What follows belongs to an exercise in optimizing a design on an open flow for small area, a short achievable clock period and few clock cycles per item; a production flow would make more cautious choices. Only simulation tests tie the RTL to the original design; equivalence was not proved. Power is estimated from default activity; no workload was simulated.

## config.mk

```make
export PLATFORM = sky130hd
export DESIGN_NAME = wkcore
export DESIGN_NICKNAME = wkcore
export VERILOG_FILES = /design/flow/design.v
export SDC_FILE = /design/flow/constraint.sdc
export NUM_CORES = 4
export LEC_CHECK = 0
export CAP_MARGIN = 20
export CORE_MARGIN = 2
export CORE_UTILIZATION = 65
export SLEW_MARGIN = 20
```

## constraint.sdc

```tcl
create_clock -name core_clock -period 11.0 [get_ports {clk}]
set_input_delay 2.2000 -clock core_clock [delete_from_list [all_inputs] [get_ports {clk}]]
set_output_delay 2.2000 -clock core_clock [all_outputs]
set_load 0.01 [all_outputs]
```

## design.v

```verilog
module wk_hash_rom (
  input  wire [7:0] key,
  output wire [3:0] slot
);
  localparam [1023:0] TABLE =
      1024'h73b2b0cff8f67cd4c5923a73fe2bf64b94a09b3ee6efeaa1bc092b6f5fde62ee35ca23d30532ee80e7cc1b23f1b8174ca709484c71a2948ea7a890b79aff8da1af13a2428185736ed550288ca6b0fc5f9990a5436d7b9d8efd59b181cc5840e44cbd47c406d76751d36bdd652f25978c44e918369b22dd161d103073656a0150;
  assign slot = TABLE[{key, 2'b00} +: 4];
endmodule
module wk_dict (
  input  wire        clk,
  input  wire        init,      
  input  wire        upd,       
  input  wire [15:0] sel,       
  input  wire [31:0] word,
  output reg         eq_hi,
  output reg         eq_lo
);
  localparam [31:0] GT = 32'h9d823896;    
  wire [7:0]  k    = word[17:10];
  wire        g    = GT[{k[7], k[4], k[3], k[2], k[0]}];
  wire [5:0]  code = {k[7] ^ k[0], k[6], k[5] ^ k[0], k[4] ^ k[0], k[2], k[1]} ^ {{5{g}}, 1'b0};
  wire [29:0] wt   = {word[31:18], code, word[9:0]};
  wire [29:0] dwr0 = init ? {14'd0, 6'd0, 10'd1} : wt;
  wire [29:0] dwr1 = {dwr0[29:11], dwr0[10] | init, dwr0[9:0]};
  wire [29:0] dwr2 = {dwr0[29:12], dwr0[11] | init, dwr0[10:0]};
  reg [29:0] dict [0:15];
  reg [29:0] entry;
  integer j;
  always @(*) begin
    entry = 30'd0;
    for (j = 0; j < 16; j = j + 1)
      entry = entry | (dict[j] & {30{sel[j]}});
  end
  integer n;
  always @(posedge clk) begin
    eq_hi <= (wt[29:10] == entry[29:10]);
    eq_lo <= (wt[9:0] == entry[9:0]);
    for (n = 0; n < 16; n = n + 1)
      if (init || (upd && sel[n]))
        dict[n] <= (n == 5 || n == 6 || n == 13) ? dwr1 : (n == 8) ? dwr2 : dwr0;
  end
endmodule
module wkcore (
  input  wire        clk,
  input  wire        rst,
  input  wire        start,
  input  wire        ack,
  input  wire [31:0] page_words,
  input  wire [31:0] dst_cap_words,
  output wire        busy,
  output wire        done,
  output wire [1:0]  err,
  output wire [31:0] length,
  output wire [9:0]  pg_addr,
  output wire        pg_re,
  input  wire [31:0] pg_rdata,
  output reg  [10:0] dst_addr,
  output reg  [31:0] dst_wdata,
  output reg         dst_we
);
  reg        busy_r, done_r;
  reg [1:0]  err_r;
  reg [10:0] len_r;
  assign busy   = busy_r;
  assign done   = done_r;
  assign err    = err_r;
  assign length = {21'd0, len_r};
  reg pw_lo, pw_hi, cap_hi, cap_lo;
  always @(posedge clk) begin
    pw_lo  <= (page_words[15:0] == 16'd1024);
    pw_hi  <= (page_words[31:16] == 16'd0);
    cap_hi <= |dst_cap_words[31:11];
    cap_lo <= (dst_cap_words[10:0] >= 11'd1562);
  end
  wire pw_ok  = pw_lo & pw_hi;
  wire cap_ok = cap_hi | cap_lo;
  wire accept = start & ~busy_r;
  reg  c1;                        
  wire bad    = c1 & ~(pw_ok & cap_ok);
  reg        rd_on;
  reg [10:0] rd_cnt;
  assign pg_re   = rd_on;
  assign pg_addr = rd_cnt[9:0];
  reg        rdv, va, vb, vc;
  reg [31:0] w_a, w_b, w_c;
  reg [3:0]  s_b, s_c;
  reg [15:0] oh_b;
  reg        z_b, z_c, nzv_b;
  wire [3:0] s_a;
  wk_hash_rom u_rom (.key(w_a[17:10]), .slot(s_a));
  always @(posedge clk) begin
    w_a  <= pg_rdata;
    w_b  <= w_a;
    s_b  <= s_a;
    oh_b <= 16'd1 << s_a;
    z_b  <= (w_a == 32'd0);
    nzv_b <= va & (w_a != 32'd0);
    w_c  <= w_b;
    s_c  <= s_b;
    z_c  <= z_b;
  end
  reg  [10:0] ci;                 
  reg         fin;                
  wire        p2   = ci[10];
  wire        last = (ci[9:0] == 10'd1023);
  wire eq_hi, eq_lo;
  reg  dinit;
  always @(posedge clk)
    dinit <= accept | (vc & ~p2 & (ci[9:0] == 10'd1021));
  wk_dict u_dict (
    .clk   (clk),
    .init  (dinit),
    .upd   (nzv_b),
    .sel   (oh_b),
    .word  (w_b),
    .eq_hi (eq_hi),
    .eq_lo (eq_lo)
  );
  wire       nz   = vc & ~z_c;
  wire       qsym = nz & eq_hi;               
  wire       lsym = nz & eq_hi & ~eq_lo;      
  wire       miss = nz & ~eq_hi;              
  wire [1:0] tag  = {~z_c & (~eq_hi | eq_lo), ~z_c & eq_hi};
  reg [10:0] fptr;      
  reg [2:0]  q_mod;     
  reg [1:0]  l_mod;     
  reg [10:0] lptr;      
  reg [31:0] qacc;
  reg [19:0] lacc;
  reg [31:4] tacc;      
  reg [3:0]  t01;       
  reg [3:0]  tp01;      
  reg        qpend, tpend, h3w;
  wire       pass1 = vc & ~p2;
  wire       padq  = fin & (q_mod != 3'd0);
  wire       padl  = fin & (l_mod != 2'd0);
  wire       q_in  = (p2 & qsym) | padq;
  wire       l_in  = (p2 & lsym) | padl;
  wire [3:0] q_sym = fin ? 4'd0  : s_c;
  wire [9:0] l_sym = fin ? 10'd0 : w_c[9:0];
  reg        q7, l2;                            
  wire       lc    = l_in & l2;                 
  wire       qc    = q_in & q7;                 
  wire       tc    = vc & p2 & (ci[3:0] == 4'd15);
  wire       hdr1  = vc & p2 & (ci[9:0] == 10'd0);
  wire       hdr2  = vc & p2 & (ci[9:0] == 10'd1);
  wire [6:0] t_addr = {~|ci[9:4], ci[9:4]} + 7'd3;
  wire       idle_f = fin & ~padq & ~padl & ~qpend & ~tpend;
  wire wr_f  = pass1 & miss;
  wire wr_l  = ~pass1 & lc;
  wire wr_qp = ~pass1 & ~lc & qpend;
  wire wr_q  = ~pass1 & ~lc & ~qpend & qc;
  wire wr_t  = ~pass1 & ~lc & ~qpend & ~qc & tpend;
  wire wr_h1 = ~pass1 & ~lc & ~qpend & ~qc & ~tpend & hdr1;
  wire wr_h2 = ~pass1 & ~lc & ~qpend & ~qc & ~tpend & hdr2;
  wire wr_h3 = idle_f & ~h3w;
  wire finish = idle_f & h3w;
  always @(posedge clk) begin
    if (rst) begin
      busy_r <= 1'b0;
      done_r <= 1'b0;
      err_r  <= 2'd0;
      len_r  <= 11'd0;
      c1     <= 1'b0;
      rd_on  <= 1'b0;
      rd_cnt <= 11'd0;
      rdv    <= 1'b0;
      va     <= 1'b0;
      vb     <= 1'b0;
      vc     <= 1'b0;
      dst_we <= 1'b0;
      fin    <= 1'b0;
      qpend  <= 1'b0;
      tpend  <= 1'b0;
    end else begin
      c1 <= accept;
      if (accept) begin
        busy_r <= 1'b1;
        done_r <= 1'b0;
        err_r  <= 2'd0;
        len_r  <= 11'd0;
        rd_on  <= 1'b1;
      end else if (bad) begin
        busy_r <= 1'b0;
        done_r <= 1'b1;
        err_r  <= pw_ok ? 2'd2 : 2'd1;
        rd_on  <= 1'b0;
      end else if (finish) begin
        busy_r <= 1'b0;
        done_r <= 1'b1;
        len_r  <= lptr;
      end else if (done_r & ack) begin
        done_r <= 1'b0;
        err_r  <= 2'd0;
      end else if (rd_on & (rd_cnt == 11'd2047)) begin
        rd_on  <= 1'b0;
      end
      if (bad)
        rd_cnt <= 11'd0;
      else if (rd_on)
        rd_cnt <= rd_cnt + 11'd1;
      rdv <= rd_on & ~bad;
      va  <= rdv;
      vb  <= va;
      vc  <= vb;
      dst_we <= wr_f | wr_l | wr_qp | wr_q | wr_t | wr_h1 | wr_h2 | wr_h3;
      if (c1) begin
        fin   <= 1'b0;
        qpend <= 1'b0;
        tpend <= 1'b0;
      end else begin
        if (vc & p2 & last)
          fin <= 1'b1;
        else if (finish)
          fin <= 1'b0;
        if (wr_l & qc)
          qpend <= 1'b1;
        else if (wr_qp)
          qpend <= 1'b0;
        if (tc)
          tpend <= 1'b1;
        else if (wr_t)
          tpend <= 1'b0;
      end
    end
  end
  integer i;
  wire [2:0] q_mod_n = c1 ? 3'd0 :
                       pass1 ? (last ? 3'd0 : q_mod + {2'd0, qsym}) :
                       q_mod + {2'd0, q_in};
  wire [1:0] l_mod_n = (c1 | (~pass1 & l_in & l2)) ? 2'd0 :
                       l_mod + {1'b0, ~pass1 & l_in};
  always @(posedge clk) begin
    q_mod <= q_mod_n;
    l_mod <= l_mod_n;
    q7 <= (q_mod_n == 3'd7);
    l2 <= (l_mod_n == 2'd2);
  end
  always @(posedge clk) begin
    if (c1) begin
      ci    <= 11'd0;
      fptr  <= 11'd68;
      lptr  <= 11'd68;
      h3w   <= 1'b0;
    end else begin
      if (vc)
        ci <= ci + 11'd1;
      if (pass1) begin
        if (miss | (qsym & (q_mod == 3'd0)))
          lptr <= lptr + 11'd1;
      end else begin
        for (i = 0; i < 8; i = i + 1)
          if (q_in && q_mod == i[2:0])
            qacc[4*i +: 4] <= q_sym;
        if (l_in & ~l2) begin
          if (l_mod[0])
            lacc[19:10] <= l_sym;
          else
            lacc[9:0] <= l_sym;
        end
      end
      for (i = 0; i < 2; i = i + 1)
        if (vc && p2 && ci[3:0] == i[3:0])
          t01[2*i +: 2] <= tag;
      for (i = 2; i < 16; i = i + 1)
        if (vc && p2 && ci[3:0] == i[3:0])
          tacc[2*i +: 2] <= tag;
      if (tc)
        tp01 <= t01;
      if (wr_f | wr_qp | wr_q)
        fptr <= fptr + 11'd1;
      if (wr_l)
        lptr <= lptr + 11'd1;
      if (wr_h3)
        h3w <= 1'b1;
    end
    if (pass1) begin
      dst_addr  <= fptr;
      dst_wdata <= w_c;
    end else if (lc) begin
      dst_addr  <= lptr;
      dst_wdata <= {2'b00, l_sym, lacc[19:0]};
    end else if (qpend | qc) begin
      dst_addr  <= fptr;
      dst_wdata <= {qpend ? qacc[31:28] : q_sym, qacc[27:0]};
    end else if (tpend) begin
      dst_addr  <= {4'd0, t_addr};
      dst_wdata <= {tacc[31:4], tp01};
    end else begin
      dst_addr  <= hdr1 ? 11'd1 : hdr2 ? 11'd2 : 11'd3;
      dst_wdata <= {21'd0, hdr1 ? fptr : lptr};
    end
  end
endmodule
```

## flow/run.sh

```bash
#!/bin/bash
# Layout flow: the standard flow (standard.sh), with changes in how
# the layout is made:
#  - the port buffers are buf_2 cells instead of the cell buffer_ports picks;
#  - timing repair after CTS and global routing aims for more setup slack;
#  - clock tree synthesis uses clusters of up to 25 sinks and no dummy loads.
# The constraints (constraint.sdc, clock period) are used unchanged.
set -o pipefail
bash standard.sh \
  "BUFFER_PORTS_ARGS=-buffer_cell sky130_fd_sc_hd__buf_2" \
  SETUP_SLACK_MARGIN=7.65 \
  "CTS_ARGS=-sink_clustering_enable -repair_clock_nets -dont_use_dummy_load -sink_clustering_size 25 -sink_clustering_max_diameter 80" \
  finish > standard.log 2>&1
```

## standard.sh

```bash
#!/bin/bash
# synth_recipe.tcl (not shown) runs the flow's synth.tcl, then flattens the netlist and writes it again
# the make line also repeats each setting of config.mk as NAME=value (left out here)
make -C /OpenROAD-flow-scripts/flow DESIGN_CONFIG=/design/flow/config.mk WORK_HOME=/design/flow/orfs CLKGATE_MAP_FILE= SYNTH_SCRIPT=/design/flow/synth_recipe.tcl "${@:-finish}"
```

==> flow_metrics.py, run 1 <==
metrics = {
    "outcome": {
        "status": "no timing/DRC/antenna violations",
    },
    "sta": {
        "setup_viol": 0,
        "fin_setup_tns_ns": 0,
        "fmax_mhz": 301.9,
        "post-route-period-util_pct": 30.11,
        "rsz0062_at_grt": "false",
        "tightest_slew_ns": 1.080,
        "slew_viol_final": 0,
        "post-route-min-period_ns": 3.313,
        "slew_headroom_pct": 27.33,
        "setup_slack_ns": 7.687,
        "timing_hold_violations_final": 0,
        "finalClockSkew_ns": 0.05076,
    },
    "power": {
        "seq_power_share_pct": 63.4,
        "p_leak_nw": 11.90,
        "p_sw_mw": 1.375,
        "sw_frac_of_total_pct": 24.00,
        "p_int_mw": 4.354,
        "vdd_drop_max_uv": 136.3,
        "power.density_mw_per_mm2": 171.8,
        "power_frac_clock_pct": 25.9,
        "p_comb_share_pct": 10.7,
    },
    "synthesis": {
        "synth_top_area_cell": "edfxtp_1",
        "ys_ff_latch": 818,
        "synth.area.top_cells": "edfxtp_1 55%, dfxtp_1 16%, a22o_1 3.8%, a221oi_1 3.6%, nor2_1 1.4%",
        "yosysWarningCount": 3,
        "synthArstFlopShare_pct": 0,
        "syn_area_mm2": 0.03112,
        "ys.flop_type": "edfxtp_1",
        "synth_most_common_cell": "edfxtp_1",
        "synthDistinctLibCells": 79,
        "netlist.area_leader.share_pct": 54.80,
        "syn_inst": 2158,
        "synth-edff-count": 568,
        "synth_common_cells": "568 x edfxtp_1, 250 x dfxtp_1, 134 x a22o_1",
        "synth.avg_cell_area_um2": 14.42,
        "synth_seq_area_share_pct": 70.88,
    },
    "run": {
        "cap_viol_max_count": 0,
    },
    "worst_setup_path": {
        "endpoint_kind": "primary output",
        "worstPathArrival_ns": 1.11,
        "critPathTopFamily": "flip-flops",
        "worstPathMaxFanout": 3,
        "required_ns": 8.80,
        "worst-path-buf-inv": 1,
        "cp-start-kind": "flop",
        "worstSetupPathType": "reg -> out",
        "slowest_stage": "dfxtp_1",
        "slowest_delay_ns": 0.38,
        "crit_path_cell_trace": "buf_2",
    },
    "detailed_routing": {
        "viasPerCell": 6.860,
        "drt-total-wl_um": 80570,
        "num_vias": 19780,
        "drt-pass1-iter-count": 7,
        "route.detailed.drc": 0,
        "wire_per_inst_um": 27.94,
        "drtIter0Drc": 3068,
        "ant_nets": 0,
    },
    "clocking": {
        "cts_max_path_buffers": 3,
        "clock-sinks": 818,
        "cts_made_buffers": 38,
        "cts_tree": "yes",
        "h-tree-depth": 2,
        "clock-root-buffer": "clkbuf_16",
        "hold_buffers": 0,
        "clock_latency_ns": 0.60,
        "clk_pin_slew_ns": 0.09,
    },
    "floorplanning": {
        "start_util_pct": 65.46,
        "dieArea_mm2": 0.04965,
        "coreArea_mm2": 0.04755,
        "ios": 191,
        "die_w_um": 222.8,
        "fp-row-count": 80,
        "die_h_um": 222.8,
    },
    "layout": {
        "synthToLayoutAreaGrowth_pct": 7.135,
        "fin_area_mm2": 0.03335,
        "drive_gt1_share_pct": 13.72,
        "fill_cells": 3248,
        "final_nets": 2394,
    },
    "place": {
        "place_area_mm2": 0.03234,
        "gp_congestion": 0.9022,
        "pre_cts_ws_ns": 7.187,
        "place_hpwl_um": 47650,
        "io_buffers": 168,
    },
    "min_path": {
        "hp-class": "reg -> reg",
    },
    "global_route": {
        "grt_first_pass_wirelength_um": 117800,
        "grt_pass1_vias": 18760,
        "antenna_found_initial": 0,
        "grt_overflow": 0,
        "track_usage_pct": 32.15,
        "grt_max_degree": 75,
    },
}
[layer usage]
layer  track usage (%)  wire (µm)
met5                 0          0
met4             9.656       2408
met3             4.364       8527
met2             51.81      37870
met1             46.31      31770
[cells in the final DEF (no fill, tap or decap), types with 19 or more instances in the layout]
master,instances
edfxtp_1,568
dfxtp_1,236
buf_2,168
a22o_1,134
a221oi_1,128
nor2_1,116
nand2_1,96
nor2b_1,60
a21oi_1,51
nand4_1,49
buf_4,48
xnor2_1,43
o21ai_0,39
nor3_1,39
clkbuf_16,38
mux2i_1,34
xor2_1,34
nor4_1,30
inv_1,25
a21o_1,23
ha_1,23
conb_1,21
a222oi_1,20
nand3_1,19
[logic make-up after synthesis]
group / synth area share (%)
AND/OR/NAND/NOR: 8.229
flip-flops: 70.88
adder cells (fa/ha/maj): 1.005
other: 0.01205
buffers and inverters: 3.123
XOR/XNOR: 2.167
multiplexers: 1.817
AO/OA/AOI/OAI: 12.77
[path summary, 6_finish.rpt]
kind                                   end  cells past startpoint  slack (ns)       from
worst max-delay path            pg_addr[4]                      1        7.69  rd_cnt[4]
worst min-delay path               w_b[20]                      0        0.32    w_a[20]
worst max register to register    oh_b[12]                      9        7.74    w_a[11]
worst min register to register     w_b[20]                      0        0.32    w_a[20]
[power by group through the flow]
stage,Clock [mW],Sequential [mW],Combinational (mW)
after floorplan,0,3.66,0.378
after global placement,0,3.69,0.589
after detailed placement,0,3.70,0.599
after CTS,1.50,3.63,0.602
after global routing,1.59,3.65,0.648
final,1.49,3.63,0.613
[area by class of cell]
| class | count | area [µm²] | share of cell area, % |
|---|---|---|---|
| Tap cell | 615 | 769.5 | 2.308 |
| Inverter | 31 | 116.4 | 0.3490 |
| Multi-Input combinational cell | 1162 | 8192 | 24.57 |
| Sequential cell | 818 | 22090 | 66.24 |
| Timing Repair Buffer | 218 | 1224 | 3.670 |
| Clock buffer | 38 | 950.9 | 2.852 |
| Antenna cell | 2 | 5.005 | 0.01501 |
[sequential cells by signal, summed over array words and instances, names as in the netlist, 20 cells and up]
signal       cells
lacc            20
dst_wdata       32
w_a             32
w_c             32
tacc            28
qacc            32
u_dict.dict    480
w_b             32
[stage by stage]
stage	cells	utilization [%]	power, mW	hold slack [ns]
finish	2884	70.13	5.729	0.3178
global route	2882	70.12	5.888	0.3339
CTS	2880	70.06	5.732	0.3154
detailed placement	2842	68.01	4.299	0.3121
global placement	2841	67.98	4.277	0.3129
floorplan	2178	-	4.041	0.3096
[what timing repair did]
item,in CTS,in global routing
pin swaps,0,0
gates resized for setup,12,7
endpoints found under the setup margin,26,17
buffers inserted,0,2
Testbench counts, summed over its fixed seeds: cycles 65,908, items 32.
==> run 2, diff against run 1 <==
--- a/flow/run.sh
+++ b/flow/run.sh
@@ -9,5 +9,5 @@
 bash standard.sh \
   "BUFFER_PORTS_ARGS=-buffer_cell sky130_fd_sc_hd__buf_2" \
-  SETUP_SLACK_MARGIN=7.65 \
+  SETUP_SLACK_MARGIN=7.7 \
   "CTS_ARGS=-sink_clustering_enable -repair_clock_nets -dont_use_dummy_load -sink_clustering_size 25 -sink_clustering_max_diameter 80" \
   finish > standard.log 2>&1
--- a/config.mk
+++ b/config.mk
@@ -8,4 +8,4 @@
 export CAP_MARGIN = 20
 export CORE_MARGIN = 2
-export CORE_UTILIZATION = 65
+export CORE_UTILIZATION = 70
 export SLEW_MARGIN = 20
==> flow_metrics.py, run 2 <==
metrics = {
    "synthesis": {
        "syn_inst": 2158,
        "synth-edff-count": 568,
        "syn_area_mm2": 0.03112,
        "synth.avg_cell_area_um2": 14.42,
        "synthDistinctLibCells": 79,
        "synth_top_area_cell": "edfxtp_1",
        "synth_common_cells": "568 x edfxtp_1, 250 x dfxtp_1, 134 x a22o_1",
        "netlist.area_leader.share_pct": 54.80,
        "synth_most_common_cell": "edfxtp_1",
        "synthArstFlopShare_pct": 0,
        "synth_seq_area_share_pct": 70.88,
        "ys.flop_type": "edfxtp_1",
        "yosysWarningCount": 3,
        "synth.area.top_cells": "edfxtp_1 55%, dfxtp_1 16%, a22o_1 3.8%, a221oi_1 3.6%, nor2_1 1.4%",
        "ys_ff_latch": 818,
    },
    "sta": {
        "fmax_mhz": 306.7,
        "post-route-min-period_ns": 3.260,
        "finalClockSkew_ns": 0.06532,
        "fin_setup_tns_ns": 0,
        "setup_viol": 0,
        "post-route-period-util_pct": 29.64,
        "slew_headroom_pct": 25.91,
        "tightest_slew_ns": 1.101,
        "rsz0062_at_grt": "true",
        "timing_hold_violations_final": 0,
        "setup_slack_ns": 7.740,
        "slew_viol_final": 0,
    },
    "power": {
        "vdd_drop_max_uv": 144.9,
        "p_leak_nw": 11.95,
        "power.density_mw_per_mm2": 171.9,
        "power_mw": 5.751,
    },
    "layout": {
        "diodes": 0,
        "synthToLayoutAreaGrowth_pct": 7.501,
        "mostFrequentLayoutCells": "568 x edfxtp_1, 232 x dfxtp_1, 168 x buf_2",
        "drive_gt1_share_pct": 14.42,
        "regMostFlops": "u_dict.dict",
        "fin_area_mm2": 0.03346,
        "fill_cells": 2719,
        "largest_reg_flops": 480,
        "final_common_cell": "edfxtp_1",
        "final_nets": 2402,
    },
    "worst_setup_path": {
        "cp-start-kind": "flop",
        "critPathTopFamily": "flip-flops",
        "endpoint_kind": "primary output",
        "slowest_stage": "dfxtp_2",
        "worstPathArrival_ns": 1.06,
        "crit_path_cell_trace": "buf_2",
        "slowest_delay_ns": 0.37,
        "required_ns": 8.80,
        "worstSetupPathType": "reg -> out",
        "worst-path-buf-inv": 1,
        "worstPathMaxFanout": 4,
    },
    "global_route": {
        "grt_first_pass_wirelength_um": 117300,
        "track_usage_pct": 34.14,
        "grt_pass1_vias": 18930,
        "antenna_found_initial": 2,
        "grt_overflow": 0,
        "grt_max_degree": 75,
    },
    "detailed_routing": {
        "wire_per_inst_um": 27.69,
        "drt-pass1-iter-count": 9,
        "drtIter0Drc": 2955,
        "viasPerCell": 6.876,
        "drt-total-wl_um": 79400,
        "route.detailed.drc": 0,
        "num_vias": 19710,
        "ant_nets": 0,
    },
    "place": {
        "pre_cts_ws_ns": 7.111,
        "place_area_mm2": 0.03229,
        "io_buffers": 168,
        "place_hpwl_um": 46840,
        "gp_congestion": 0.9322,
    },
    "run": {
        "cap_viol_max_count": 0,
    },
    "floorplanning": {
        "ios": 191,
        "die_w_um": 214.9,
        "die_h_um": 214.9,
        "start_util_pct": 70.69,
        "coreArea_mm2": 0.04403,
        "dieArea_mm2": 0.04617,
        "fp-row-count": 77,
    },
    "clocking": {
        "clk_pin_slew_ns": 0.09,
        "cts_tree": "yes",
        "clock-root-buffer": "clkbuf_16",
        "cts_max_path_buffers": 3,
        "h-tree-depth": 2,
        "clock-sinks": 818,
        "cts_made_buffers": 39,
        "clock_latency_ns": 0.59,
        "hold_buffers": 0,
    },
    "min_path": {
        "hp-class": "reg -> reg",
    },
    "outcome": {
        "status": "no timing/DRC/antenna violations",
    },
}
==> run 2: layout make-up <==
class	count	area, µm²	share of cell area [%]
inverter	31	120.1	0.3590
tap	592	740.7	2.214
timing repair buffer	224	1271	3.799
sequential	818	22100	66.05
clock buffer	39	975.9	2.917
multi-input combinational	1163	8253	24.67
==> run 2: report_power, final <==
part / switching, mW / internal, mW
clock: 0.863 / 0.637
sequential: 0.0786 / 3.55
combinational: 0.437 / 0.190
==> run 2: repair_timing <==
| action | 4_1_cts | 5_1_grt |
|---|---|---|
| resized for setup | 19 | 16 |
| endpoints found under the setup margin | 48 | 61 |
| gates cloned | 0 | 1 |
| buffers inserted | 1 | 8 |
| pin swaps | 0 | 1 |
==> run 2: worst paths after layout <==
check	from	endpoint	slack, ns	cells after the start
worst max-delay path	rd_cnt[2]	pg_addr[2]	7.74	1
worst min register to register	s_b[3]	s_c[3]	0.33	0
worst max register to register	w_a[10]	oh_b[6]	7.84	10
worst min-delay path	s_b[3]	s_c[3]	0.33	0
==> run 2: cell families (layout without fill, tap and decap cells) <==
family | Yosys count | count (layout) | share of synthesized area, %
AO/OA/AOI/OAI | 500 | 500 | 12.77
XOR/XNOR | 77 | 77 | 2.167
adder cells (fa/ha/maj) | 25 | 25 | 1.005
buffers and inverters | 198 | 294 | 3.123
flip-flops | 818 | 818 | 70.88
multiplexers | 44 | 44 | 1.817
other | 1 | 21 | 0.01205
AND/OR/NAND/NOR | 495 | 496 | 8.229
==> run 2: through the flow <==
stage | utilization (%) | cells | hold WS (ns)
floorplan | - | 2178 | 0.3096
global route | 76.00 | 2867 | 0.3367
global placement | 73.34 | 2818 | 0.3118
detailed placement | 73.34 | 2818 | 0.3121
CTS | 75.66 | 2858 | 0.3333
finish | 76.00 | 2867 | 0.3336
==> run 2: layer usage <==
metal  routed length [µm]  part of all wire, %  GRT usage, %
met5                   27                0.034             0
met4                 2810                  3.5         12.06
met3                 8943                   11         5.124
met2                37280                   47         54.55
met1                30340                   38         48.67
==> run 3, diff against run 2 <==
--- a/config.mk
+++ b/config.mk
@@ -6,6 +6,6 @@
 export NUM_CORES = 4
 export LEC_CHECK = 0
-export CAP_MARGIN = 20
+export CAP_MARGIN = 5
 export CORE_MARGIN = 2
-export CORE_UTILIZATION = 70
-export SLEW_MARGIN = 20
+export CORE_UTILIZATION = 65
+export SLEW_MARGIN = 5
==> flow_metrics.py, run 3 <==
metrics = {
    "outcome": {
        "status": "no timing/DRC/antenna violations",
    },
    "synthesis": {
        "synth_seq_area_share_pct": 70.88,
        "synth_most_common_cell": "edfxtp_1",
        "synth.avg_cell_area_um2": 14.42,
        "yosysWarningCount": 3,
        "synth-edff-count": 568,
        "ys.flop_type": "edfxtp_1",
        "syn_area_mm2": 0.03112,
        "synth.area.top_cells": "edfxtp_1 55%, dfxtp_1 16%, a22o_1 3.8%, a221oi_1 3.6%, nor2_1 1.4%",
        "synthArstFlopShare_pct": 0,
        "ys_ff_latch": 818,
        "synthDistinctLibCells": 79,
        "synth_common_cells": "568 x edfxtp_1, 250 x dfxtp_1, 134 x a22o_1",
        "syn_inst": 2158,
        "netlist.area_leader.share_pct": 54.80,
        "synth_top_area_cell": "edfxtp_1",
    },
    "sta": {
        "holdWs_ns": 0.3154,
        "post-route-period-util_pct": 29.69,
        "fin_setup_tns_ns": 0,
        "slew_viol_final": 0,
        "setup_slack_ns": 7.735,
        "rsz0062_at_grt": "true",
        "tightest_slew_ns": 1.189,
        "finalClockSkew_ns": 0.05640,
        "timing_hold_violations_final": 0,
        "post-route-min-period_ns": 3.265,
        "fmax_mhz": 306.2,
        "slew_headroom_pct": 20.73,
        "setup_viol": 0,
    },
    "floorplanning": {
        "die_w_um": 222.8,
        "die_h_um": 222.8,
        "coreArea_mm2": 0.04755,
        "dieArea_mm2": 0.04965,
        "ios": 191,
        "start_util_pct": 65.46,
        "fp-row-count": 80,
    },
    "clocking": {
        "h-tree-depth": 2,
        "clock-root-buffer": "clkbuf_16",
        "cts_max_path_buffers": 3,
        "clock_latency_ns": 0.61,
        "cts_tree": "yes",
        "clock-sinks": 818,
        "cts_made_buffers": 39,
        "clk_pin_slew_ns": 0.09,
        "hold_buffers": 0,
    },
    "layout": {
        "largest_reg_flops": 480,
        "synthToLayoutAreaGrowth_pct": 7.666,
        "drive_gt1_share_pct": 14.49,
        "mostFrequentLayoutCells": "568 x edfxtp_1, 226 x dfxtp_1, 160 x buf_2",
        "final_common_cell": "edfxtp_1",
        "regMostFlops": "u_dict.dict",
        "final_util_pct": 70.48,
        "final_nets": 2404,
    },
    "detailed_routing": {
        "viasPerCell": 6.847,
        "drt-total-wl_um": 81010,
        "ant_nets": 0,
        "drtIter0Drc": 2906,
        "drt-pass1-iter-count": 9,
        "route.detailed.drc": 0,
        "wire_per_inst_um": 28.00,
        "num_vias": 19810,
    },
    "place": {
        "gp_congestion": 0.9022,
        "io_buffers": 168,
        "pre_cts_ws_ns": 7.245,
        "place_hpwl_um": 47470,
    },
    "worst_setup_path": {
        "required_ns": 8.80,
        "slowest_stage": "dfxtp_4",
        "cp-start-kind": "flop",
        "crit_path_cell_trace": "buf_6",
        "worstPathMaxFanout": 2,
        "endpoint_kind": "primary output",
        "r2r-end": "oh_b[1]",
        "worstPathArrival_ns": 1.07,
        "worst-path-buf-inv": 1,
        "worstRegToRegCells": 10,
        "critPathTopFamily": "flip-flops",
        "r2r_slack_ns": 7.77,
        "r2r-start": "w_a[11]",
        "worstSetupPathType": "reg -> out",
        "slowest_delay_ns": 0.37,
    },
    "global_route": {
        "grt_overflow": 0,
        "grt_pass1_vias": 18680,
        "antenna_found_initial": 0,
        "grt_first_pass_wirelength_um": 117600,
        "track_usage_pct": 32.11,
        "grt_max_degree": 75,
    },
    "power": {
        "power.density_mw_per_mm2": 172.0,
        "vdd_drop_max_uv": 139.5,
        "power_mw": 5.763,
        "p_leak_nw": 11.97,
    },
    "min_path": {
        "hold_end": "w_b[20]",
        "hp-class": "reg -> reg",
        "holdPathStages": 0,
        "hold_start": "w_a[20]",
    },
    "run": {
        "cap_viol_max_count": 0,
    },
}
run 3: cell types whose count changed in the layout (fill, tap and decap cells not counted), moves of 2 or more:
cell | before | now
dfxtp_2 | 12 | 19
dfxtp_1 | 232 | 226
buf_6 | 1 | 10
buf_4 | 54 | 57
nor2_2 | 4 | 2
buf_2 | 168 | 160
run 3: what timing repair did:
item,CTS,global route
gates resized for setup,28,15
setup endpoints to repair,54,32
buffers inserted,8,4
run 3: layout make-up:
| cell class | count | area [µm²] |
|---|---|---|
| Timing Repair Buffer | 227 | 1341 |
| Antenna cell | 1 | 2.502 |
| Inverter | 31 | 116.4 |
| Clock buffer | 39 | 975.9 |
| Tap cell | 615 | 769.5 |
| Sequential cell | 818 | 22100 |
| Fill cell | 3186 | 14030 |
| Multi-Input combinational cell | 1162 | 8202 |
run 3: cells by family after synthesis:
family / after synthesis / synth area share [%]
xor gates and xnor gates: 77 / 2.167
and+or+nand+nor: 495 / 8.229
other: 1 / 0.01205
muxes: 44 / 1.817
AOI/OAI and AO/OA: 500 / 12.77
DFF: 818 / 70.88
buffers and inverters: 198 / 3.123
adders and majority gates: 25 / 1.005
run 3: worst max path at each step:
stage | start | to | cells after the start
after floorplan | dst_cap_words[14] | cap_hi | 2
after global placement | w_a[11] | oh_b[14] | 9
after detailed placement | w_a[11] | oh_b[12] | 9
after CTS | err_r[1] | err[1] | 1
after global routing | len_r[8] | length[8] | 1
final | rd_cnt[0] | pg_addr[0] | 1
run 3: metal layers:
metal / up-vias / routed length, µm / global-route usage [%]
met5: - / 0 / 0
met4: 0 / 2384 / 8.682
met3: 172 / 8583 / 5.713
met2: 1275 / 37950 / 51.86
met1: 9797 / 32090 / 45.60
li1: 8565 / - / -
run 3: report_power, final:
| part | switching (mW) | internal, mW |
|---|---|---|
| combinational | 0.428 | 0.189 |
| clock | 0.878 | 0.637 |
| sequential | 0.0841 | 3.55 |
| total | 1.39 | 4.37 |
run 3: stage by stage:
step	instances	instance area, µm²
2_1_floorplan	2178	31200
6_report	2893	33510
5_1_grt	2892	33510
3_3_place_gp	2841	32320
3_5_place_dp	2841	32320
4_1_cts	2888	33410
==> run 4, diff against run 3 <==
--- a/config.mk
+++ b/config.mk
@@ -6,6 +6,7 @@
 export NUM_CORES = 4
 export LEC_CHECK = 0
-export CAP_MARGIN = 5
+export CAP_MARGIN = 20
 export CORE_MARGIN = 2
 export CORE_UTILIZATION = 65
-export SLEW_MARGIN = 5
+export SLEW_MARGIN = 20
+export TNS_END_PERCENT = 30
==> flow_metrics.py, run 4 <==
metrics = {
    "outcome": {
        "status": "no timing/DRC/antenna violations",
    },
    "layout": {
        "fill_cells": 3246,
        "regArea_mm2": 0.02209,
        "largest_reg_flops": 480,
        "fin_area_mm2": 0.03337,
        "multi_input_area_mm2": 0.008204,
        "regMostFlops": "u_dict.dict",
        "final_nets": 2395,
        "final_common_cell": "edfxtp_1",
        "drive_gt1_share_pct": 13.84,
        "mostFrequentLayoutCells": "568 x edfxtp_1, 235 x dfxtp_1, 168 x buf_2",
        "instances_no_fill": 2884,
        "synthToLayoutAreaGrowth_pct": 7.208,
    },
    "synthesis": {
        "yosysWarningCount": 3,
        "synth_common_cells": "568 x edfxtp_1, 250 x dfxtp_1, 134 x a22o_1",
        "synth.area.top_cells": "edfxtp_1 55%, dfxtp_1 16%, a22o_1 3.8%, a221oi_1 3.6%, nor2_1 1.4%",
        "synth.avg_cell_area_um2": 14.42,
        "ys_ff_latch": 818,
        "synthArstFlopShare_pct": 0,
        "ys.flop_type": "edfxtp_1",
        "synthDistinctLibCells": 79,
        "netlist.area_leader.share_pct": 54.80,
        "synth_most_common_cell": "edfxtp_1",
        "syn_area_mm2": 0.03112,
        "synth_top_area_cell": "edfxtp_1",
        "synth-edff-count": 568,
        "syn_inst": 2158,
        "synth_seq_area_share_pct": 70.88,
    },
    "power": {
        "p_leak_nw": 11.90,
        "power.density_mw_per_mm2": 171.8,
        "power_mw": 5.733,
        "vdd_drop_max_uv": 136.4,
    },
    "clocking": {
        "cts_max_path_buffers": 3,
        "clk_pin_slew_ns": 0.09,
        "clock-sinks": 818,
        "clock-root-buffer": "clkbuf_16",
        "h-tree-depth": 2,
        "cts_tree": "yes",
        "clock_latency_ns": 0.61,
        "cts_made_buffers": 38,
        "hold_buffers": 0,
    },
    "worst_setup_path": {
        "crit_path_cell_trace": "buf_2",
        "slowest_stage": "dfxtp_1",
        "worstPathArrival_ns": 1.12,
        "cp-start-kind": "flop",
        "slowest_delay_ns": 0.38,
        "endpoint_kind": "primary output",
        "worstSetupPathType": "reg -> out",
        "critPathTopFamily": "flip-flops",
        "worstPathMaxFanout": 3,
        "worst-path-buf-inv": 1,
        "required_ns": 8.80,
    },
    "place": {
        "gp_congestion": 0.9022,
        "place_hpwl_um": 47650,
        "dp_cells": 2842,
        "place_area_mm2": 0.03234,
        "io_buffers": 168,
    },
    "run": {
        "cap_viol_max_count": 0,
    },
    "global_route": {
        "grt_first_pass_wirelength_um": 117800,
        "grt_busiest_layer": "met2",
        "grt_overflow": 0,
        "use_met1_pct": 46.31,
        "antenna_found_initial": 0,
        "grt_use_met3_pct": 4.364,
        "grt_pass1_vias": 18760,
        "track_usage_pct": 32.15,
        "grt_util_met2_pct": 51.81,
        "grt_max_degree": 75,
    },
    "detailed_routing": {
        "drt-pass1-iter-count": 8,
        "drt-total-wl_um": 80680,
        "ant_nets": 0,
        "drtIter0Drc": 3056,
        "route.detailed.drc": 0,
        "wire_per_inst_um": 27.97,
        "num_vias": 19730,
        "viasPerCell": 6.839,
    },
    "sta": {
        "timing_hold_violations_final": 0,
        "holdWs_ns": 0.3149,
        "fmax_mhz": 301.6,
        "tightest_slew_ns": 1.081,
        "slew_viol_final": 0,
        "setup_viol": 0,
        "finalClockSkew_ns": 0.05494,
        "post-route-min-period_ns": 3.316,
        "post-route-period-util_pct": 30.15,
        "slew_headroom_pct": 27.24,
        "fin_setup_tns_ns": 0,
        "rsz0062_at_grt": "true",
    },
    "floorplanning": {
        "die_h_um": 222.8,
        "dieArea_mm2": 0.04965,
        "die_w_um": 222.8,
        "fp-row-count": 80,
        "ios": 191,
        "start_util_pct": 65.46,
        "coreArea_mm2": 0.04755,
    },
    "min_path": {
        "hp-class": "reg -> reg",
    },
}
-- run 4: repair_timing --
action,in CTS,in global routing
buffers inserted,0,3
endpoints found under the setup margin,35,39
resized for setup,11,12
pin swaps,0,0
cloned,0,0
-- run 4: routing by layer --
metal | wire length (µm) | vias up
met4 | 2457 | 0
met2 | 38030 | 1239
li1 | - | 8564
met3 | 8534 | 170
met1 | 31650 | 9752
met5 | 0 | -
-- run 4: final cells by class --
class,count,share of cell area (%)
Clock buffer,38,2.850
Multi-Input combinational cell,1162,24.59
Timing Repair Buffer,219,3.701
Sequential cell,818,66.20
Tap cell,615,2.306
Antenna cell,1,0.007499
Inverter,31,0.3487
-- run 4: worst paths after layout --
path | start | endpoint | slack, ns | cells past startpoint
worst max-delay path | rd_cnt[4] | pg_addr[4] | 7.68 | 1
worst min-delay path | w_a[20] | w_b[20] | 0.31 | 0
worst max register to register | w_a[10] | oh_b[1] | 7.71 | 9
worst min register to register | w_a[20] | w_b[20] | 0.31 | 0
-- run 4: logic make-up after synthesis --
group,share of synthesized area [%]
buffers and inverters,3.123
DFF,70.88
xor gates and xnor gates,2.167
AOI/OAI and AO/OA,12.77
adders and majority gates,1.005
muxes,1.817
and+or+nand+nor,8.229
other,0.01205
-- run 4: where the power goes --
group | internal, mW | switching (mW) | total [mW]
Clock | 0.622 | 0.866 | 1.49
Sequential | 3.55 | 0.0834 | 3.63
Combinational | 0.188 | 0.429 | 0.616
-- run 4: metrics by stage --
| step | worst slack, ns | util, % |
|---|---|---|
| 4_1_cts | 7.645 | 70.05 |
| 6_report | 7.684 | 70.18 |
| 3_5_place_dp | 7.187 | 68.01 |
| 3_3_place_gp | 7.221 | 67.98 |
| 5_1_grt | 7.637 | 70.18 |
| 2_1_floorplan | 7.725 | - |
==> run 5, diff against run 4 <==
--- a/config.mk
+++ b/config.mk
@@ -10,3 +10,3 @@
 export CORE_UTILIZATION = 65
 export SLEW_MARGIN = 20
-export TNS_END_PERCENT = 30
+export TNS_END_PERCENT = 0
==> flow_metrics.py, run 5 <==
metrics = {
    "outcome": {
        "status": "no timing/DRC/antenna violations",
    },
    "synthesis": {
        "synth_seq_area_share_pct": 70.88,
        "syn_inst": 2158,
        "synthArstFlopShare_pct": 0,
        "synth.area.top_cells": "edfxtp_1 55%, dfxtp_1 16%, a22o_1 3.8%, a221oi_1 3.6%, nor2_1 1.4%",
        "yosysWarningCount": 3,
        "ys_ff_latch": 818,
        "synth_common_cells": "568 x edfxtp_1, 250 x dfxtp_1, 134 x a22o_1",
        "synth-edff-count": 568,
        "synth.avg_cell_area_um2": 14.42,
        "syn_area_mm2": 0.03112,
        "synthDistinctLibCells": 79,
        "synth_top_area_cell": "edfxtp_1",
        "netlist.area_leader.share_pct": 54.80,
        "ys.flop_type": "edfxtp_1",
        "synth_most_common_cell": "edfxtp_1",
    },
    "global_route": {
        "grt_pass1_vias": 18760,
        "track_usage_pct": 32.15,
        "antenna_found_initial": 0,
        "grt_overflow": 0,
        "grt_first_pass_wirelength_um": 117800,
        "grt_max_degree": 75,
    },
    "clocking": {
        "clk_pin_slew_ns": 0.09,
        "cts_made_buffers": 38,
        "clock_latency_ns": 0.61,
        "hold_buffers": 0,
        "clock-sinks": 818,
        "cts_max_path_buffers": 3,
        "clock-root-buffer": "clkbuf_16",
        "cts_tree": "yes",
        "h-tree-depth": 2,
    },
    "worst_setup_path": {
        "critPathTopFamily": "flip-flops",
        "worstSetupPathType": "reg -> out",
        "endpoint_kind": "primary output",
        "worst-path-buf-inv": 1,
        "slowest_stage": "dfxtp_1",
        "cp-start-kind": "flop",
        "slowest_delay_ns": 0.38,
        "worstPathArrival_ns": 1.12,
        "crit_path_cell_trace": "buf_2",
        "worstPathMaxFanout": 3,
        "required_ns": 8.80,
    },
    "floorplanning": {
        "die_h_um": 222.8,
        "coreArea_mm2": 0.04755,
        "die_w_um": 222.8,
        "ios": 191,
        "fp-row-count": 80,
        "start_util_pct": 65.46,
        "dieArea_mm2": 0.04965,
    },
    "detailed_routing": {
        "route.detailed.drc": 0,
        "drt-total-wl_um": 80590,
        "drt-pass1-iter-count": 10,
        "num_vias": 19700,
        "ant_nets": 0,
        "wire_per_inst_um": 27.95,
        "viasPerCell": 6.833,
        "drtIter0Drc": 2917,
    },
    "layout": {
        "mostFrequentLayoutCells": "568 x edfxtp_1, 235 x dfxtp_1, 168 x buf_2",
        "largest_reg_flops": 480,
        "final_common_cell": "edfxtp_1",
        "fin_area_mm2": 0.03335,
        "drive_gt1_share_pct": 13.80,
        "final_nets": 2395,
        "final_util_pct": 70.14,
        "regMostFlops": "u_dict.dict",
        "synthToLayoutAreaGrowth_pct": 7.148,
        "diodes": 0,
    },
    "power": {
        "power_mw": 5.731,
        "power.density_mw_per_mm2": 171.8,
        "vdd_drop_max_uv": 135.4,
        "p_leak_nw": 11.90,
    },
    "sta": {
        "setup_viol": 0,
        "slew_headroom_pct": 28.16,
        "tightest_slew_ns": 1.078,
        "post-route-period-util_pct": 30.15,
        "fmax_mhz": 301.6,
        "setup_slack_ns": 7.684,
        "slew_viol_final": 0,
        "post-route-min-period_ns": 3.316,
        "finalClockSkew_ns": 0.05413,
        "timing_hold_violations_final": 0,
        "rsz0062_at_grt": "true",
        "fin_setup_tns_ns": 0,
    },
    "place": {
        "gp_congestion": 0.9022,
        "pre_cts_ws_ns": 7.187,
        "place_area_mm2": 0.03234,
        "place_hpwl_um": 47650,
        "io_buffers": 168,
    },
    "run": {
        "cap_viol_max_count": 0,
    },
    "min_path": {
        "hp-class": "reg -> reg",
    },
}
[run 5: changes by cell type in the layout (fill, tap and decap cells not counted), sizes merged]
cell   previous run  this run
diode             1         0
[run 5: report_power, final]
| group | internal [mW] | switching, mW | leakage (nW) | total, mW |
|---|---|---|---|---|
| Clock | 0.622 | 0.865 | 0.468 | 1.49 |
| Combinational | 0.187 | 0.428 | 3.98 | 0.615 |
| Sequential | 3.55 | 0.0834 | 7.45 | 3.63 |
| Total | 4.35 | 1.38 | 11.9 | 5.73 |
[run 5: path summary, 6_finish.rpt]
path                                 from    endpoint  slack (ns)  depth (start not counted)
worst max-delay path            rd_cnt[4]  pg_addr[4]        7.68                          1
worst min-delay path              w_a[20]     w_b[20]        0.32                          0
worst max register to register    w_a[10]    oh_b[12]        7.78                         10
worst min register to register    w_a[20]     w_b[20]        0.32                          0
[run 5: metal layers]
layer	share of wire (%)	up-vias	global-route usage, %
li1	-	8564	-
met1	40	9775	46.31
met2	47	1203	51.81
met3	10	158	4.364
met4	3.1	0	9.656
met5	0	-	0
[run 5: logic make-up (layout without fill, tap and decap cells)]
family	count (synthesis)	in the layout	share of synthesized area (%)
and+or+nand+nor	495	495	8.229
muxes	44	44	1.817
DFF	818	818	70.88
adders and majority gates	25	25	1.005
other	1	21	0.01205
AOI/OAI and AO/OA	500	500	12.77
xor gates and xnor gates	77	77	2.167
buffers and inverters	198	288	3.123
[run 5: repair_timing]
action,in CTS,in global routing
setup endpoints to repair,35,39
buffers inserted,0,3
resized for setup,11,9
[run 5: final cells by class]
class	instances	area [µm²]
flip-flops and latches	818	22090
fillers	3251	14200
multi-input cells	1162	8192
repair buffers	219	1231
clock buffers	38	950.9
well taps	615	769.5
inverters	31	116.4
[run 5: through the flow]
| stage | hold slack (ns) | cells |
|---|---|---|
| 2_1_floorplan | 0.3096 | 2178 |
| 3_3_place_gp | 0.3129 | 2841 |
| 3_5_place_dp | 0.3121 | 2842 |
| 4_1_cts | 0.3154 | 2880 |
| 5_1_grt | 0.3339 | 2883 |
| 6_report | 0.3177 | 2883 |
==> run 6, diff against run 5 <==
--- a/config.mk
+++ b/config.mk
@@ -9,4 +9,4 @@
 export CORE_MARGIN = 2
 export CORE_UTILIZATION = 65
+export PLACE_DENSITY = 0.75
 export SLEW_MARGIN = 20
-export TNS_END_PERCENT = 0
==> flow_metrics.py, run 6 <==
metrics = {
    "outcome": {
        "status": "no timing/DRC/antenna violations",
    },
    "sta": {
        "timing_hold_violations_final": 0,
        "slew_headroom_pct": 27.10,
        "tightest_slew_ns": 1.094,
        "setup_slack_ns": 7.734,
        "slew_viol_final": 0,
        "fin_setup_tns_ns": 0,
        "fmax_mhz": 306.2,
        "setup_viol": 0,
        "finalClockSkew_ns": 0.02585,
        "post-route-min-period_ns": 3.266,
        "rsz0062_at_grt": "false",
        "post-route-period-util_pct": 29.69,
    },
    "synthesis": {
        "yosysWarningCount": 3,
        "synthDistinctLibCells": 79,
        "synthMuxAreaShare_pct": 1.817,
        "synth_seq_area_share_pct": 70.88,
        "syn_inst": 2158,
        "synth-compound-area-share_pct": 12.77,
        "synth_top_family_by_area": "compound AO/OA/AOI/OAI gates",
        "synth_xor_area_share_pct": 2.167,
        "synth.area.top_cells": "edfxtp_1 55%, dfxtp_1 16%, a22o_1 3.8%, a221oi_1 3.6%, nor2_1 1.4%",
        "synth_top_area_cell": "edfxtp_1",
        "ys_ff_latch": 818,
        "synth.avg_cell_area_um2": 14.42,
        "synthAdderAreaFrac_pct": 1.005,
        "ys.flop_type": "edfxtp_1",
        "netlist.area_leader.share_pct": 54.80,
        "synth_most_common_cell": "edfxtp_1",
        "syn_area_mm2": 0.03112,
        "synthArstFlopShare_pct": 0,
        "synth-simple-area-share_pct": 8.229,
        "synth_common_cells": "568 x edfxtp_1, 250 x dfxtp_1, 134 x a22o_1",
        "synth-edff-count": 568,
    },
    "detailed_routing": {
        "wire_per_inst_um": 27.92,
        "drt-total-wl_um": 80810,
        "drt-pass1-iter-count": 9,
        "viasPerCell": 6.866,
        "num_vias": 19870,
        "route.detailed.drc": 0,
        "drtIter0Drc": 2836,
        "ant_nets": 0,
    },
    "global_route": {
        "grt_max_degree": 75,
        "antenna_found_initial": 2,
        "grt_pass1_vias": 18660,
        "grt_first_pass_wirelength_um": 118200,
        "grt_overflow": 0,
        "track_usage_pct": 32.14,
    },
    "layout": {
        "fill_cells": 3142,
        "instances_no_fill": 2894,
        "synthToLayoutAreaGrowth_pct": 7.622,
        "mostFrequentLayoutCells": "568 x edfxtp_1, 227 x dfxtp_1, 165 x buf_2",
        "final_common_cell": "edfxtp_1",
        "largest_reg_flops": 480,
        "drive_gt1_share_pct": 14.74,
        "regMostFlops": "u_dict.dict",
        "final_nets": 2406,
        "diodes": 0,
    },
    "power": {
        "power.density_mw_per_mm2": 171.8,
        "p_comb_share_pct": 10.9,
        "sw_frac_of_total_pct": 24.25,
        "p_int_mw": 4.359,
        "seq_power_share_pct": 63.0,
        "vdd_drop_max_uv": 158.5,
        "power_frac_clock_pct": 26.1,
        "power_mw": 5.754,
        "p_leak_nw": 11.96,
        "p_sw_mw": 1.395,
    },
    "floorplanning": {
        "die_w_um": 222.8,
        "die_h_um": 222.8,
        "coreArea_mm2": 0.04755,
        "fp-row-count": 80,
        "dieArea_mm2": 0.04965,
        "ios": 191,
        "start_util_pct": 65.46,
    },
    "clocking": {
        "hold_buffers": 0,
        "h-tree-depth": 2,
        "cts_max_path_buffers": 3,
        "clock-sinks": 818,
        "clock_latency_ns": 0.59,
        "cts_tree": "yes",
        "cts_made_buffers": 38,
        "clock-root-buffer": "clkbuf_16",
        "clk_pin_slew_ns": 0.09,
    },
    "worst_setup_path": {
        "worstSetupPathType": "reg -> out",
        "r2r_slack_ns": 7.82,
        "crit_path_cell_trace": "buf_2",
        "slowest_delay_ns": 0.36,
        "worstPathMaxFanout": 3,
        "critPathTopFamily": "flip-flops",
        "slowest_stage": "dfxtp_2",
        "cp-start-kind": "flop",
        "required_ns": 8.80,
        "worstPathArrival_ns": 1.07,
        "endpoint_kind": "primary output",
        "worst-path-buf-inv": 1,
    },
    "place": {
        "pre_cts_ws_ns": 7.100,
        "gp_congestion": 0.9293,
        "io_buffers": 168,
        "dp_cells": 2842,
        "place_hpwl_um": 47630,
    },
    "min_path": {
        "hp-class": "reg -> reg",
    },
    "run": {
        "cap_viol_max_count": 0,
    },
}
-- run 6: cell counts after synthesis --
Identical to the previous run, type by type.
-- run 6: timing repair --
item / 4_1_cts / 5_1_grt
setup endpoints to repair: 44 / 37
resized for setup: 23 / 17
buffers inserted: 9 / 5
gates cloned: 0 / 0
-- run 6: path summary, 6_finish.rpt --
check	startpoint	depth (start not counted)	endpoint
worst max-delay path	rd_cnt[9]	1	pg_addr[9]
worst min-delay path	s_b[0]	0	s_c[0]
worst max register to register	w_a[10]	10	oh_b[14]
worst min register to register	s_b[0]	0	s_c[0]
-- run 6: power by group through the flow --
stage                     logic, mW  registers (mW)  clock network (mW)
after floorplan               0.378            3.66                   0
after global placement        0.592            3.68                   0
after detailed placement      0.606            3.69                   0
after CTS                     0.612            3.62                1.51
after global routing          0.665            3.64                1.61
final                         0.628            3.63                1.50
-- run 6: through the flow --
step           hold slack, ns  instance area (µm²)  util (%)
2_1_floorplan          0.3096                31200         -
3_3_place_gp           0.3114                32330     67.99
3_5_place_dp           0.3147                32330     67.99
4_1_cts                0.3351                33380     70.22
5_1_grt                0.3380                33500     70.45
6_report               0.3314                33500     70.45
-- run 6: kinds of logic after synthesis --
| kind of cell | after synthesis |
|---|---|
| xor gates and xnor gates | 77 |
| muxes | 44 |
| buffers and inverters | 198 |
| other | 1 |
| and+or+nand+nor | 495 |
| AOI/OAI and AO/OA | 500 |
| adders and majority gates | 25 |
| DFF | 818 |
-- run 6: layout make-up --
cell class / count / area, µm² / share of cell area [%]
clock buffers: 38 / 950.9 / 2.839
inverters: 31 / 120.1 / 0.3586
multi-input cells: 1162 / 8228 / 24.56
flip-flops and latches: 818 / 22100 / 65.98
well taps: 615 / 769.5 / 2.297
repair buffers: 230 / 1329 / 3.967
-- run 6: worst reg2reg max path: cells and delay by family (launching register included) --
kind,cells,cell delay (ns)
AO/OA/AOI/OAI,3,0.74
buffers and inverters,3,0.56
multiplexers,1,0.55
AND/OR/NAND/NOR,2,0.54
adder cells (fa/ha/maj),1,0.42
flip-flops,1,0.32
-- run 6: per-layer routing --
metal	wire (µm)	track usage, %
met1	31610	45.86
met2	37940	51.17
met3	8904	5.713
met4	2335	9.851
met5	13	0
==> run 7, diff against run 6 <==
--- a/config.mk
+++ b/config.mk
@@ -9,4 +9,3 @@
 export CORE_MARGIN = 2
 export CORE_UTILIZATION = 65
-export PLACE_DENSITY = 0.75
 export SLEW_MARGIN = 20
==> flow_metrics.py, run 7 <==
metrics = {
    "min_path": {
        "hold_start": "w_a[20]",
        "hp-class": "reg -> reg",
    },
    "worst_setup_path": {
        "worstPathMaxFanout": 2,
        "slowest_stage": "dfxtp_4",
        "endpoint_kind": "primary output",
        "crit_path_cell_trace": "buf_2",
        "worst-path-buf-inv": 1,
        "worstSetupStartpoint": "rd_cnt[5]",
        "required_ns": 8.80,
        "r2r-start": "w_a[10]",
        "critPathTopFamily": "flip-flops",
        "worstPathArrival_ns": 1.07,
        "slowest_delay_ns": 0.35,
        "cp-start-kind": "flop",
        "worstSetupPathType": "reg -> out",
    },
    "global_route": {
        "grt_busiest_layer": "met2",
        "grt_max_degree": 75,
        "grt_util_met2_pct": 51.86,
        "use_met1_pct": 46.38,
        "grt_pass1_vias": 18850,
        "grt_first_pass_wirelength_um": 118200,
        "grt_use_met3_pct": 4.404,
        "grt_overflow": 0,
        "antenna_found_initial": 0,
        "track_usage_pct": 32.25,
    },
    "sta": {
        "tightest_slew_ns": 1.111,
        "fin_setup_tns_ns": 0,
        "setup_viol": 0,
        "holdWs_ns": 0.3175,
        "post-route-min-period_ns": 3.267,
        "timing_hold_violations_final": 0,
        "rsz0062_at_grt": "false",
        "slew_headroom_pct": 25.22,
        "post-route-period-util_pct": 29.70,
        "fmax_mhz": 306.1,
        "slew_viol_final": 0,
        "finalClockSkew_ns": 0.05588,
    },
    "clocking": {
        "clock-root-buffer": "clkbuf_16",
        "cts_made_buffers": 38,
        "hold_buffers": 0,
        "h-tree-depth": 2,
        "clk_pin_slew_ns": 0.09,
        "cts_max_path_buffers": 3,
        "clock_latency_ns": 0.61,
        "cts_tree": "yes",
        "clock-sinks": 818,
    },
    "layout": {
        "fill_cells": 3235,
        "regMostFlops": "u_dict.dict",
        "mostFrequentLayoutCells": "568 x edfxtp_1, 225 x dfxtp_1, 165 x buf_2",
        "drive_gt1_share_pct": 14.56,
        "multi_input_area_mm2": 0.008223,
        "instances_no_fill": 2891,
        "final_util_pct": 70.39,
        "synthToLayoutAreaGrowth_pct": 7.521,
        "largest_reg_flops": 480,
        "final_common_cell": "edfxtp_1",
        "regArea_mm2": 0.02210,
        "final_nets": 2401,
    },
    "synthesis": {
        "ys_ff_latch": 818,
        "ys.flop_type": "edfxtp_1",
        "synthDistinctLibCells": 79,
        "syn_inst": 2158,
        "synth_most_common_cell": "edfxtp_1",
        "synth_top_area_cell": "edfxtp_1",
        "synthArstFlopShare_pct": 0,
        "syn_area_mm2": 0.03112,
        "synth-edff-count": 568,
        "yosysWarningCount": 3,
        "synth.avg_cell_area_um2": 14.42,
        "synth.area.top_cells": "edfxtp_1 55%, dfxtp_1 16%, a22o_1 3.8%, a221oi_1 3.6%, nor2_1 1.4%",
        "synth_common_cells": "568 x edfxtp_1, 250 x dfxtp_1, 134 x a22o_1",
        "netlist.area_leader.share_pct": 54.80,
        "synth_seq_area_share_pct": 70.88,
    },
    "floorplanning": {
        "fp-row-count": 80,
        "start_util_pct": 65.46,
        "coreArea_mm2": 0.04755,
        "dieArea_mm2": 0.04965,
        "die_w_um": 222.8,
        "die_h_um": 222.8,
        "ios": 191,
    },
    "detailed_routing": {
        "ant_nets": 0,
        "drt-total-wl_um": 80860,
        "viasPerCell": 6.859,
        "num_vias": 19830,
        "drtIter0Drc": 2984,
        "drt-pass1-iter-count": 7,
        "wire_per_inst_um": 27.97,
        "route.detailed.drc": 0,
    },
    "place": {
        "place_hpwl_um": 47650,
        "gp_congestion": 0.9022,
        "io_buffers": 168,
        "dp_cells": 2842,
    },
    "run": {
        "cap_viol_max_count": 0,
    },
    "power": {
        "p_leak_nw": 11.94,
        "vdd_drop_max_uv": 135.0,
        "power_mw": 5.735,
        "power.density_mw_per_mm2": 171.4,
    },
    "outcome": {
        "status": "no timing/DRC/antenna violations",
    },
}
## run 7: timing repair
action	4_1_cts	5_1_grt
resized for setup	21	18
buffers inserted	8	1
endpoints found under the setup margin	35	27
cloned	0	0
hold endpoints to repair	0	0
## run 7: final timing paths
check | slack [ns] | to | cells past startpoint
max | 7.73 | pg_addr[5] | 1
min | 0.32 | w_b[20] | 0
max reg2reg | 7.83 | oh_b[1] | 8
min reg2reg | 0.32 | w_b[20] | 0
## run 7: layer usage
layer  up-vias  routed length, µm
met5         -                  0
met4         0               2468
met3       156               8316
met2      1235              38000
met1      9860              32070
li1       8578                  -
## run 7: worst reg2reg max path, cell delays in order, from the launching register on
cell,delay (ns)
dfxtp_1,0.34
buf_6,0.23
inv_1,0.20
ha_1,0.42
mux4_2,0.50
mux4_2,0.47
a211oi_2,0.41
o21ai_1,0.21
nor3_1,0.32
## run 7: cell type report
type                    instances  share of cell area [%]
well taps                     615                   2.299
repair buffers                225                   3.881
clock buffers                  38                   2.841
multi-input cells            1162                   24.57
inverters                      31                  0.3477
diodes                          2                 0.01495
flip-flops and latches        818                   66.04
## run 7: logic make-up (layout without fill, tap and decap cells)
family,after synthesis,after routing,share of synthesized area (%)
xor+xnor,77,77,2.167
flops,818,818,70.88
mux,44,44,1.817
other cells,1,23,0.01205
buf+inv,198,294,3.123
simple gates,495,495,8.229
compound gates,500,500,12.77
fa+ha+maj,25,25,1.005
## run 7: metrics by stage
stage	area, µm²	setup slack, ns
3_5_place_dp	32340	7.187
2_1_floorplan	31200	7.725
5_1_grt	33460	7.701
6_report	33470	7.733
3_3_place_gp	32320	7.221
4_1_cts	33380	7.703
## run 7: report_power, final
group          switching, mW  internal [mW]
Sequential            0.0829           3.55
Combinational          0.429          0.189
Clock                  0.866          0.622
==> run 8, diff against run 7 <==
--- a/config.mk
+++ b/config.mk
@@ -7,4 +7,6 @@
 export LEC_CHECK = 0
 export CAP_MARGIN = 20
+export CELL_PAD_IN_SITES_DETAIL_PLACEMENT = 0
+export CELL_PAD_IN_SITES_GLOBAL_PLACEMENT = 0
 export CORE_MARGIN = 2
 export CORE_UTILIZATION = 65
==> flow_metrics.py, run 8 <==
metrics = {
    "global_route": {
        "grt_max_degree": 75,
        "track_usage_pct": 32.25,
        "grt_first_pass_wirelength_um": 118200,
        "antenna_found_initial": 0,
        "grt_overflow": 0,
        "grt_pass1_vias": 18850,
    },
    "sta": {
        "setup_viol": 0,
        "fin_setup_tns_ns": 0,
        "timing_hold_violations_final": 0,
        "fmax_mhz": 306.1,
        "post-route-min-period_ns": 3.267,
        "tightest_slew_ns": 1.111,
        "slew_viol_final": 0,
        "finalClockSkew_ns": 0.05588,
        "slew_headroom_pct": 25.22,
        "rsz0062_at_grt": "false",
        "post-route-period-util_pct": 29.70,
    },
    "worst_setup_path": {
        "r2r_slack_ns": 7.83,
        "required_ns": 8.80,
        "cp-start-kind": "flop",
        "slowest_stage": "dfxtp_4",
        "critical_path_depth": 1,
        "worstRegToRegCells": 8,
        "worstPathMaxFanout": 2,
        "r2r-start": "w_a[10]",
        "slowest_delay_ns": 0.35,
        "r2r-end": "oh_b[1]",
        "critPathTopFamily": "flip-flops",
        "worstPathArrival_ns": 1.07,
        "crit_path_cell_trace": "buf_2",
        "worst-path-buf-inv": 1,
        "endpoint_kind": "primary output",
        "worstSetupPathType": "reg -> out",
    },
    "detailed_routing": {
        "drtIter0Drc": 2984,
        "ant_nets": 0,
        "viasPerCell": 6.859,
        "route.detailed.drc": 0,
        "wire_per_inst_um": 27.97,
        "drt-total-wl_um": 80860,
        "num_vias": 19830,
        "drt-pass1-iter-count": 7,
    },
    "synthesis": {
        "synthDistinctLibCells": 79,
        "syn_area_mm2": 0.03112,
        "synth_top_area_cell": "edfxtp_1",
        "netlist.area_leader.share_pct": 54.80,
        "synthArstFlopShare_pct": 0,
        "synth_common_cells": "568 x edfxtp_1, 250 x dfxtp_1, 134 x a22o_1",
        "syn_inst": 2158,
        "ys_ff_latch": 818,
        "synth.avg_cell_area_um2": 14.42,
        "synth-edff-count": 568,
        "yosysWarningCount": 3,
        "synth_most_common_cell": "edfxtp_1",
        "synth.area.top_cells": "edfxtp_1 55%, dfxtp_1 16%, a22o_1 3.8%, a221oi_1 3.6%, nor2_1 1.4%",
        "ys.flop_type": "edfxtp_1",
        "synth_seq_area_share_pct": 70.88,
    },
    "place": {
        "gp_congestion": 0.9022,
        "dp_cells": 2842,
        "place_hpwl_um": 47650,
        "io_buffers": 168,
    },
    "floorplanning": {
        "dieArea_mm2": 0.04965,
        "fp-row-count": 80,
        "start_util_pct": 65.46,
        "ios": 191,
        "die_h_um": 222.8,
        "die_w_um": 222.8,
        "coreArea_mm2": 0.04755,
    },
    "layout": {
        "fill_cells": 3235,
        "mostFrequentLayoutCells": "568 x edfxtp_1, 225 x dfxtp_1, 165 x buf_2",
        "largest_reg_flops": 480,
        "instances_no_fill": 2891,
        "synthToLayoutAreaGrowth_pct": 7.521,
        "regMostFlops": "u_dict.dict",
        "final_common_cell": "edfxtp_1",
        "final_nets": 2401,
        "drive_gt1_share_pct": 14.56,
    },
    "run": {
        "cap_viol_max_count": 0,
    },
    "min_path": {
        "hold_end": "w_b[20]",
        "hp-class": "reg -> reg",
        "hold_start": "w_a[20]",
        "holdPathStages": 0,
    },
    "clocking": {
        "cts_made_buffers": 38,
        "cts_max_path_buffers": 3,
        "clock_latency_ns": 0.61,
        "h-tree-depth": 2,
        "clock-sinks": 818,
        "cts_tree": "yes",
        "clock-root-buffer": "clkbuf_16",
        "clk_pin_slew_ns": 0.09,
    },
    "outcome": {
        "status": "no timing/DRC/antenna violations",
    },
    "power": {
        "power.density_mw_per_mm2": 171.4,
        "vdd_drop_max_uv": 135.0,
        "p_leak_nw": 11.94,
    },
}
==> run 8: metal layers <==
metal / GRT usage [%] / vias up / share of wire [%]
met4: 10.05 / 0 / 3.1
li1: - / 8578 / -
met3: 4.404 / 156 / 10
met2: 51.86 / 1235 / 47
met1: 46.38 / 9860 / 40
met5: 0 / - / 0
==> run 8: final cells by class <==
class,count,area (µm²),area share (%)
sequential,818,22100,66.04
multi-input combinational,1162,8223,24.57
timing repair buffer,225,1299,3.881
clock buffer,38,950.9,2.841
tap,615,769.5,2.299
inverter,31,116.4,0.3477
antenna,2,5.005,0.01495
==> run 8: through the flow <==
step	utilization (%)	setup slack, ns	power, mW	hold slack [ns]	instance area [µm²]
finish	70.39	7.733	5.735	0.3175	33470
global route	70.38	7.701	5.892	0.3339	33460
CTS	70.21	7.703	5.734	0.3154	33380
detailed placement	68.01	7.187	4.299	0.3121	32340
global placement	67.98	7.221	4.277	0.3129	32320
floorplan	-	7.725	4.041	0.3096	31200
==> run 8: worst max-delay path by stage <==
stage,startpoint,to,slack (ns)
6_report,rd_cnt[5],pg_addr[5],7.73
5_1_grt,rd_cnt[8],pg_addr[8],7.70
4_1_cts,rd_on,pg_re,7.70
3_5_place_dp,w_a[11],oh_b[12],7.19
2_1_floorplan,dst_cap_words[14],cap_hi,7.73
3_3_place_gp,w_a[11],oh_b[14],7.22
==> run 8: cell families (layout without fill, tap and decap cells) <==
logic type | Yosys count | in the layout | synth area share (%)
other | 1 | 23 | 0.01205
AND/OR/NAND/NOR | 495 | 495 | 8.229
multiplexers | 44 | 44 | 1.817
AO/OA/AOI/OAI | 500 | 500 | 12.77
flip-flops | 818 | 818 | 70.88
buffers and inverters | 198 | 294 | 3.123
XOR/XNOR | 77 | 77 | 2.167
adder cells (fa/ha/maj) | 25 | 25 | 1.005
==> run 8: what timing repair did <==
action,CTS,global route
hold buffers,0,0
setup buffers,8,1
pin swaps,0,0
setup endpoints to repair,35,27
resized for setup,21,18
==> run 8: where the power goes <==
part	internal, mW	switching (mW)
logic	0.189	0.429
clock network	0.622	0.866
registers	3.55	0.0829

## separate check: timing with driven ports
No port has a modelled driver above. Below, the same layouts with a new extraction and two added sets of constraints. Step 1 (the two cells are an assumption about what drives the block):
set clk [get_ports {clk}]
set_driving_cell -lib_cell sky130_fd_sc_hd__clkbuf_16 $clk
set_driving_cell -lib_cell sky130_fd_sc_hd__buf_2 [delete_from_list [all_inputs] $clk]
Step 2 times the ports against the registers' clock, not the clock port: input delays grow and output delays shrink by t, the midpoint of the rising clock arrivals with the driver on. Three values: ideal, step 1, step 2; two values: the first two.
run | shift t [ns] | setup WS [ns] | hold WS [ns] | worst setup path at the end | worst data-port slew with drivers (ns)
run 1 | 0.635 | 7.687 / 7.630 / 7.602 | 0.318 / 0.318 / 0.318 | input to register | 0.07
run 2 | 0.623 | 7.740 / 7.681 / 7.561 | 0.334 / 0.334 / 0.334 | input to register | 0.06
run 3 | 0.637 | 7.735 / 7.675 / 7.597 | 0.315 / 0.315 / 0.315 | input to register | 0.07
run 4 | 0.639 | 7.684 / 7.627 / 7.602 | 0.315 / 0.315 / 0.315 | input to register | 0.07
run 5 | 0.639 | 7.684 / 7.626 / 7.602 | 0.318 / 0.318 / 0.318 | input to register | 0.07
run 6 | 0.638 | 7.734 / 7.676 / 7.584 | 0.331 / 0.331 / 0.331 | input to register | 0.06
run 7 | 0.636 | 7.733 / 7.675 / 7.601 | 0.317 / 0.317 / 0.317 | input to register | 0.07
run 8 | 0.636 | 7.733 / 7.675 / 7.601 | 0.317 / 0.317 / 0.317 | input to register | 0.07
After both steps setup and hold are still met in every run listed. The setup slack of run 2, which loses most, moves by -0.059 ns with the drivers and by -0.179 ns with both steps.
